This design comes from an exercise in tuning for small area on the open sky130 flow, not from production work.
Where RTL was checked, it was by simulation tests only, not by an equivalence proof against the original.
Power is estimated from default activity; no workload was simulated.

## run 1
// cf2_blframer
module cf2_blframer (
    input  wire        clk,
    input  wire        rst,           
    input  wire        boot_stay,
    input  wire [31:0] app_word,
    input  wire        rx_valid,
    input  wire [7:0]  rx_data,
    output wire        rx_ready,
    output reg         tx_valid,
    output reg  [7:0]  tx_data,
    input  wire        tx_ready,
    output wire        stg_we,
    output wire        stg_re,
    output wire [13:0] stg_addr,
    output wire [7:0]  stg_wdata,
    input  wire [7:0]  stg_rdata,
    output wire        fc_we,
    output reg  [1:0]  fc_reg,
    output wire [31:0] fc_addr,
    output reg  [31:0] fc_wdata,
    input  wire        fc_busy,
    output wire        diag_valid,
    output wire [1:0]  diag_code,
    output wire        idle,
    output wire        app_mode,
    output wire        fault
);
    localparam [7:0]  SYNC1 = 8'hBC;
    localparam [7:0]  SYNC2 = 8'hCF;
    localparam [31:0] FC_KEY1     = 32'h4567_0123;
    localparam [31:0] FC_KEY2     = 32'hCDEF_89AB;
    localparam [31:0] PROGRAM_CFG = 32'h0000_0201;
    localparam [4:0] S_BOOT = 5'd0, S_APP = 5'd1, S_FAULT = 5'd2,
                     S_SYNC1 = 5'd8, S_SYNC2 = 5'd9, S_TYPE = 5'd10, S_LEN = 5'd11,
                     S_PAY = 5'd12, S_CKLO = 5'd13, S_CKHI = 5'd14, S_CKBAD = 5'd15,
                     S_DWAIT = 5'd3, S_LOAD = 5'd4, S_SEND = 5'd5,
                     W_PAGE = 5'd16, W_EK2 = 5'd17, W_ECFG = 5'd18, W_PK1 = 5'd19,
                     W_PK2 = 5'd20, W_PCFG = 5'd21, W_WORD = 5'd22, W_INC = 5'd23;
    reg [4:0] st;
    wire framing = (st[4:3] == 2'b01);
    wire flash   = st[4];
    reg [7:0] q [0:63];
    reg [5:0] wpos;       
    reg [5:0] hp1;        
    reg [6:0] cnt;        
    reg [7:0] d1, d2, d3;
    reg       v1, v2, v3;
    wire push = rx_valid && !cnt[6];
    assign rx_ready = !cnt[6];
    wire       wtap = (wpos[1:0] == 2'd0);
    wire       s3 = v3;
    wire       s2 = !v3 && v2;
    wire       s1 = !v3 && !v2 && v1;
    wire       s0 = !v3 && !v2 && !v1;
  ...
Settings: LEC_CHECK=0, CAP_MARGIN=20, CORE_MARGIN=2, CORE_UTILIZATION=40, PLACE_DENSITY=0.6, SLEW_MARGIN=20; clock period 8.0 ns.
standard.sh (not shown) runs the stock make flow with config.mk's settings and CLKGATE_MAP_FILE= SYNTH_SCRIPT=/design/flow/synth_recipe.tcl, a recipe that flattens the netlist after the stock synthesis.
==> flow/flow/run.sh <==
#!/bin/bash
# The standard layout with three changes to how it is made:
#  - synthesis maps logic with an area-oriented ABC script (the yosys script
#    and its register mapping are unchanged; only abc_speed.script differs);
#  - the port buffers use the smallest buffer cell;
#  - CTS clusters 30 sinks per leaf buffer and inserts no dummy loads.
set -euo pipefail
rm -rf scripts_area
cp -r "$FLOW_HOME/scripts" scripts_area
cp flow/abc_area_map.script scripts_area/abc_speed.script
bash standard.sh synth "SCRIPTS_DIR=$PWD/scripts_area" > synth.log 2>&1
bash standard.sh finish \
  "BUFFER_PORTS_ARGS=-buffer_cell sky130_fd_sc_hd__buf_1" \
  "CTS_ARGS=-sink_clustering_enable -repair_clock_nets -sink_clustering_size 12 -sink_clustering_max_diameter 40 -dont_use_dummy_load -buf_list sky130_fd_sc_hd__clkbuf_4" \
  > finish.log 2>&1
==> flow/flow/abc_area_map.script <==
strash
dch -f
amap
mfs2
strash
dch -f
amap
topo
stime -c
Run 1 was carried through to the last stage, and its layout satisfied the timing, DRC and antenna checks.
### run 1 -> run 2
diff --git a/flow/flow/run.sh b/flow/flow/run.sh
--- a/flow/flow/run.sh
+++ b/flow/flow/run.sh
@@ -12,4 +12,4 @@
 bash standard.sh finish \
   "BUFFER_PORTS_ARGS=-buffer_cell sky130_fd_sc_hd__buf_1" \
-  "CTS_ARGS=-sink_clustering_enable -repair_clock_nets -sink_clustering_size 12 -sink_clustering_max_diameter 40 -dont_use_dummy_load -buf_list sky130_fd_sc_hd__clkbuf_4" \
+  "CTS_ARGS=-sink_clustering_enable -repair_clock_nets -sink_clustering_size 20 -sink_clustering_max_diameter 50 -dont_use_dummy_load -buf_list sky130_fd_sc_hd__clkbuf_8" \
   > finish.log 2>&1
==> run notes <==
Compared with run 1, in run 2 number of CTS-inserted buffers went down 36%, total wirelength of the detailed-routed design went down about 0.33%. Run 1 was smaller in final cell area than run 2. Of run 2 and run 1, the run reporting the lower clock-pin slew of the registers on the worst-case setup and hold paths was run 2. Summary — clock-buffer cell count, run 2 relative to run 1: lower, by 36%. Run comparison: run 1 top routing layer in use met4; run 2 top routing layer in use met5. Run 2 against run 1; peak ir drop on the vdd network is up by a few percent.
Relative to run 2, the following input files were edited for run 3:
diff --git a/flow/flow/run.sh b/flow/flow/run.sh
--- a/flow/flow/run.sh
+++ b/flow/flow/run.sh
@@ -12,4 +12,4 @@
 bash standard.sh finish \
   "BUFFER_PORTS_ARGS=-buffer_cell sky130_fd_sc_hd__buf_1" \
-  "CTS_ARGS=-sink_clustering_enable -repair_clock_nets -sink_clustering_size 20 -sink_clustering_max_diameter 50 -dont_use_dummy_load -buf_list sky130_fd_sc_hd__clkbuf_8" \
+  "CTS_ARGS=-sink_clustering_enable -repair_clock_nets -sink_clustering_size 30 -sink_clustering_max_diameter 100 -dont_use_dummy_load" \
   > finish.log 2>&1
### Flow results
[run 3 vs run 2] final wirelength: lower in run 3. Run 2 has lower power than run 3. From run 2 to run 3 the numbers moved as follows: sequential share of power now smaller; number of global-route vias before repair now sits lower.
### run 3 -> run 4
diff --git a/flow/flow/run.sh b/flow/flow/run.sh
--- a/flow/flow/run.sh
+++ b/flow/flow/run.sh
@@ -12,4 +12,4 @@
 bash standard.sh finish \
   "BUFFER_PORTS_ARGS=-buffer_cell sky130_fd_sc_hd__buf_1" \
-  "CTS_ARGS=-sink_clustering_enable -repair_clock_nets -sink_clustering_size 30 -sink_clustering_max_diameter 100 -dont_use_dummy_load" \
+  "CTS_ARGS=-sink_clustering_enable -repair_clock_nets -sink_clustering_size 30 -sink_clustering_max_diameter 60 -dont_use_dummy_load" \
   > finish.log 2>&1
- Run 4 ended with more design area than run 3.
- Run 4 vs. run 3: power dissipated by switching net loads picked up an extra 1.1%; routed wire length neither gained nor lost much.
- Run 4: sequential share of layout area 0.48 points below run 3

========
Another version of the RTL of cf2_blframer (not shown whole).
For scale: about 2,000 cells after synthesis, about 880 flip-flops, about 160 I/O pins, roughly 0.024 mm^2 of cells after synthesis.
export LEC_CHECK = 0
export CAP_MARGIN = 20
export CORE_MARGIN = 2
export CORE_UTILIZATION = 40
export PLACE_DENSITY = 0.6
export SLEW_MARGIN = 20
create_clock -name core_clock -period 8.0 [get_ports {clk}]
==> flow/flow/run.sh <==
#!/bin/bash
# The standard layout with three changes to how it is made:
#  - synthesis maps logic with an area-oriented ABC script (the yosys script
#    and its register mapping are unchanged; only abc_speed.script differs);
#  - the port buffers use the smallest buffer cell;
#  - CTS clusters 30 sinks per leaf buffer and inserts no dummy loads.
set -euo pipefail
rm -rf scripts_area
cp -r "$FLOW_HOME/scripts" scripts_area
cp flow/abc_area_map.script scripts_area/abc_speed.script
bash standard.sh synth "SCRIPTS_DIR=$PWD/scripts_area" > synth.log 2>&1
bash standard.sh finish \
  "BUFFER_PORTS_ARGS=-buffer_cell sky130_fd_sc_hd__buf_1" \
  "CTS_ARGS=-sink_clustering_enable -repair_clock_nets -sink_clustering_size 10 -sink_clustering_max_diameter 30 -dont_use_dummy_load -buf_list sky130_fd_sc_hd__clkbuf_4" \
  > finish.log 2>&1
Scripts as last shown in full above: flow/flow/abc_area_map.script
The baseline finished clean.
Edit:
--- a/flow/flow/run.sh
+++ b/flow/flow/run.sh
@@ -14 +14 @@
-  "CTS_ARGS=-sink_clustering_enable -repair_clock_nets -sink_clustering_size 10 -sink_clustering_max_diameter 30 -dont_use_dummy_load -buf_list sky130_fd_sc_hd__clkbuf_4" \
+  "CTS_ARGS=-sink_clustering_enable -repair_clock_nets -sink_clustering_size 14 -sink_clustering_max_diameter 40 -dont_use_dummy_load -buf_list {sky130_fd_sc_hd__clkbuf_4 sky130_fd_sc_hd__clkbuf_8}" \
Result:
- first-iteration DRC count is higher by 0.32%
- global-route usage is lower by 0.25 points
- sequential cell count stays the same
No run of this note included a check of the RTL's function; only the layout flow was run.

========
## old
cf2_blframer, a different RTL version from the one above (not shown whole).
For scale: about 160 I/O pins.
Settings: LEC_CHECK=0, CAP_MARGIN=20, CORE_MARGIN=2, CORE_UTILIZATION=40, CTS_CLUSTER_DIAMETER=100, CTS_CLUSTER_SIZE=30, PLACE_DENSITY=0.6, SLEW_MARGIN=20; clock period 8.0 ns.
run.sh (not shown) runs the stock make flow with config.mk's settings and CLKGATE_MAP_FILE= SYNTH_SCRIPT=/design/flow/synth_recipe.tcl, a recipe that flattens the netlist after the stock synthesis.
Stock flow here: none of the scripts above is used.
Changes in new relative to old:
- CTS_CLUSTER_DIAMETER removed (was 100)
- CTS_CLUSTER_SIZE removed (was 30)
==> run notes <==
[compare] base=old new=new: met1 usage level; static leakage power moved up.
new vs. old: fraction of power consumed by the clock network shows an increase of 13 points, worst hold slack after final layout shows a reduction of 0.0068 ns.
Cell count: new higher than old
new vs old — global-route usage rose 0.49 points.
new finished every step from synthesis to the final layout, and the layout passed the timing, DRC and antenna checks.

========
cf2_blframer, a different RTL version from the one above (not shown whole).
Size in the first run: about 2000 cells after synthesis, roughly 880 flip-flops, about 24000 µm² of cells after synthesis.
export LEC_CHECK = 0
export CAP_MARGIN = 20
export CORE_MARGIN = 2
export CORE_UTILIZATION = 60
export PLACE_DENSITY = 0.85
export SLEW_MARGIN = 20
create_clock -name core_clock -period 8.0 [get_ports {clk}]
standard.sh (not shown) runs the stock make flow with config.mk's settings and CLKGATE_MAP_FILE= SYNTH_SCRIPT=/design/flow/synth_recipe.tcl, a recipe that flattens the netlist after the stock synthesis.
==> flow/flow/run.sh <==
#!/bin/bash
# The standard layout with three changes to how it is made:
#  - synthesis maps logic with an area-oriented ABC script (the yosys script
#    and its register mapping are unchanged; only abc_speed.script differs);
#  - the port buffers use the smallest buffer cell;
#  - CTS builds the tree from clkbuf_4 cells, 11 sinks per leaf buffer,
#    and inserts no dummy loads.
set -euo pipefail
rm -rf scripts_area
cp -r "$FLOW_HOME/scripts" scripts_area
cp flow/abc_area_map.script scripts_area/abc_speed.script
bash standard.sh synth "SCRIPTS_DIR=$PWD/scripts_area" > synth.log 2>&1
bash standard.sh finish \
  "BUFFER_PORTS_ARGS=-buffer_cell sky130_fd_sc_hd__buf_1" \
  "CTS_ARGS=-sink_clustering_enable -repair_clock_nets -sink_clustering_size 11 -sink_clustering_max_diameter 40 -dont_use_dummy_load -buf_list sky130_fd_sc_hd__clkbuf_4" \
  > finish.log 2>&1
Scripts as last shown in full above: flow/flow/abc_area_map.script
Rerun with:
--- a/flow/flow/run.sh
+++ b/flow/flow/run.sh
@@ -14,3 +14,3 @@
   "BUFFER_PORTS_ARGS=-buffer_cell sky130_fd_sc_hd__buf_1" \
-  "CTS_ARGS=-sink_clustering_enable -repair_clock_nets -sink_clustering_size 11 -sink_clustering_max_diameter 40 -dont_use_dummy_load -buf_list sky130_fd_sc_hd__clkbuf_4" \
+  "CTS_ARGS=-sink_clustering_enable -repair_clock_nets -sink_clustering_size 11 -sink_clustering_max_diameter 35 -dont_use_dummy_load -buf_list sky130_fd_sc_hd__clkbuf_4" \
   > finish.log 2>&1
Settings changed: CORE_UTILIZATION 60 to 40, PLACE_DENSITY 0.85 to 0.6.
The new run passed the timing, DRC and antenna checks.
Sequential share of layout area went down by 1.0 points.
Global-route usage went down by 8.8 points.
Wire length went up by 4.0%.
First-iteration DRC count went down by about 2.8%.
Setup slack degrades by 0.018 ns.
Register-to-register slack degrades by 0.13 ns.
Cell area went up by 1.5%.
Via count went down by 2.0%.
Rerun with:
--- a/flow/flow/run.sh
+++ b/flow/flow/run.sh
@@ -5,3 +5,3 @@
 #  - the port buffers use the smallest buffer cell;
-#  - CTS builds the tree from clkbuf_4 cells, 11 sinks per leaf buffer,
+#  - CTS builds the tree from clkbuf_4 cells, 10 sinks per leaf buffer,
 #    and inserts no dummy loads.
@@ -14,3 +14,3 @@
   "BUFFER_PORTS_ARGS=-buffer_cell sky130_fd_sc_hd__buf_1" \
-  "CTS_ARGS=-sink_clustering_enable -repair_clock_nets -sink_clustering_size 11 -sink_clustering_max_diameter 35 -dont_use_dummy_load -buf_list sky130_fd_sc_hd__clkbuf_4" \
+  "CTS_ARGS=-sink_clustering_enable -repair_clock_nets -sink_clustering_size 10 -sink_clustering_max_diameter 40 -dont_use_dummy_load -buf_list sky130_fd_sc_hd__clkbuf_4" \
   > finish.log 2>&1
Settings changed: CORE_UTILIZATION 40 to 60, PLACE_DENSITY 0.6 to 0.85.
=> The new run went through all stages and came out clean. Cell area came out lower by 1.3%. Cell count came out lower by 8.6%. Non-clock buffer count stays the same. Critical path depth came out higher by 3. Power came out lower by 0.77%. Setup slack gets better by 0.018 ns. Sequential share of layout area came out higher by 0.91 points.

========
Another version of the RTL of cf2_blframer (not shown whole).
Size: ~160 I/O pins, about 26,000 um2 of cells after synthesis.
export LEC_CHECK = 0
export CAP_MARGIN = 20
export CORE_MARGIN = 2
export CORE_UTILIZATION = 40
export CTS_CLUSTER_DIAMETER = 60
export CTS_CLUSTER_SIZE = 30
export PLACE_DENSITY = 0.6
export SLEW_MARGIN = 20
create_clock -name core_clock -period 8.0 [get_ports {clk}]
run.sh (not shown) runs the stock make flow with config.mk's settings and CLKGATE_MAP_FILE= SYNTH_SCRIPT=/design/flow/synth_recipe.tcl, a recipe that flattens the netlist after the stock synthesis.
Stock flow here: none of the scripts above is used.
The baseline passed the timing, DRC and antenna checks.
Rerun with:
==> flow/flow/run.sh (new file) <==
#!/bin/bash
set -euo pipefail
bash standard.sh finish "BUFFER_PORTS_ARGS=-buffer_cell sky130_fd_sc_hd__buf_1" > standard_flow.log 2>&1
==> flow/standard.sh (new file) <==
#!/bin/bash
# synth_recipe.tcl (not shown) runs the flow's synth.tcl, then flattens the netlist and writes it again
# the make line also repeats each setting of config.mk as NAME=value (left out here)
make -C /OpenROAD-flow-scripts/flow DESIGN_CONFIG=/design/flow/config.mk WORK_HOME=/design/flow/orfs CLKGATE_MAP_FILE= SYNTH_SCRIPT=/design/flow/synth_recipe.tcl "${@:-finish}"
Settings changed: CTS_CLUSTER_DIAMETER 60 to 100.
removed: flow/run.sh
After rerunning: The new run completed without violations; flip-flop and latch count is unchanged; final area shrinks by 5.0%; total power came out lower by 6.5%; area after synthesis does not change; global-route usage shrinks by 0.18 points; core utilization came out lower by 2.3 points; hold slack gets better by 0.017 ns; worst setup slack improved by 0.48 ns; combinational power drops by about 5%; die area stays the same; critical path depth goes up by 13.
Rerun with:
==> flow/run.sh (new file) <==
#!/bin/bash
# synth_recipe.tcl (not shown) runs the flow's synth.tcl, then flattens the netlist and writes it again
# the make line also repeats each setting of config.mk as NAME=value (left out here)
make -C /OpenROAD-flow-scripts/flow DESIGN_CONFIG=/design/flow/config.mk WORK_HOME=/design/flow/orfs CLKGATE_MAP_FILE= SYNTH_SCRIPT=/design/flow/synth_recipe.tcl finish
removed: flow/flow/run.sh
removed: flow/standard.sh
Outcome:
- utilization grows by 1.5 points
- global-route usage is about the same
- sequential cell count stays the same
- setup slack got worse by 0.60 ns
- cell area increases by a few percent
- power rose slightly
- sequential power stays flat
- cell count stays flat

[separate check: timing with driven ports]
The flow's constraints put no driver on any port. The routed layouts listed below were extracted and timed again, unchanged, in two steps.
Step 1 sets driving cells, clkbuf_16 on the clock port and buf_2 on the other inputs (assumed; they add their load-dependent delay and slew).
Step 2, shift: input delay + t, output delay - t, t = (earliest + latest rising clock arrival at the registers) / 2. This alone moves slack from input paths to output paths.
Slacks: ideal ports / drivers / drivers and shift; pairs: ideal ports / drivers.
run	t (ns)	setup slack, ns	worst setup path after step 2
run 1	0.897	1.386 / 1.333 / 2.079	register to register
run 2	0.707	1.507 / 1.453 / 2.041	register to register
run 3	0.629	1.675 / 1.612 / 1.991	register to register
run 4	0.630	1.662 / 1.605 / 2.086	register to register
the first run of note 2	0.950	1.660 / 1.605 / 2.554	register to output
the second run of note 2	0.710	1.957 / 1.900 / 2.512	register to register
old	0.653	1.886 / 1.824 / 2.477	register to output
new	0.685	1.832 / 1.775 / 2.460	register to output
the first run of note 4	0.826	1.656 / 1.609 / 2.406	register to register
the second run of note 4	0.877	1.638 / 1.586 / 2.280	register to register
the third run of note 4	0.837	1.656 / 1.607 / 2.268	register to register
the first run of note 5	0.668	1.936 / 1.878 / 2.402	register to register
the second run of note 5	0.641	2.412 / 2.412 / 2.412	register to register
the third run of note 5	0.642	1.812 / 1.754 / 2.376	register to register
After both steps setup and hold are still met in every run listed.
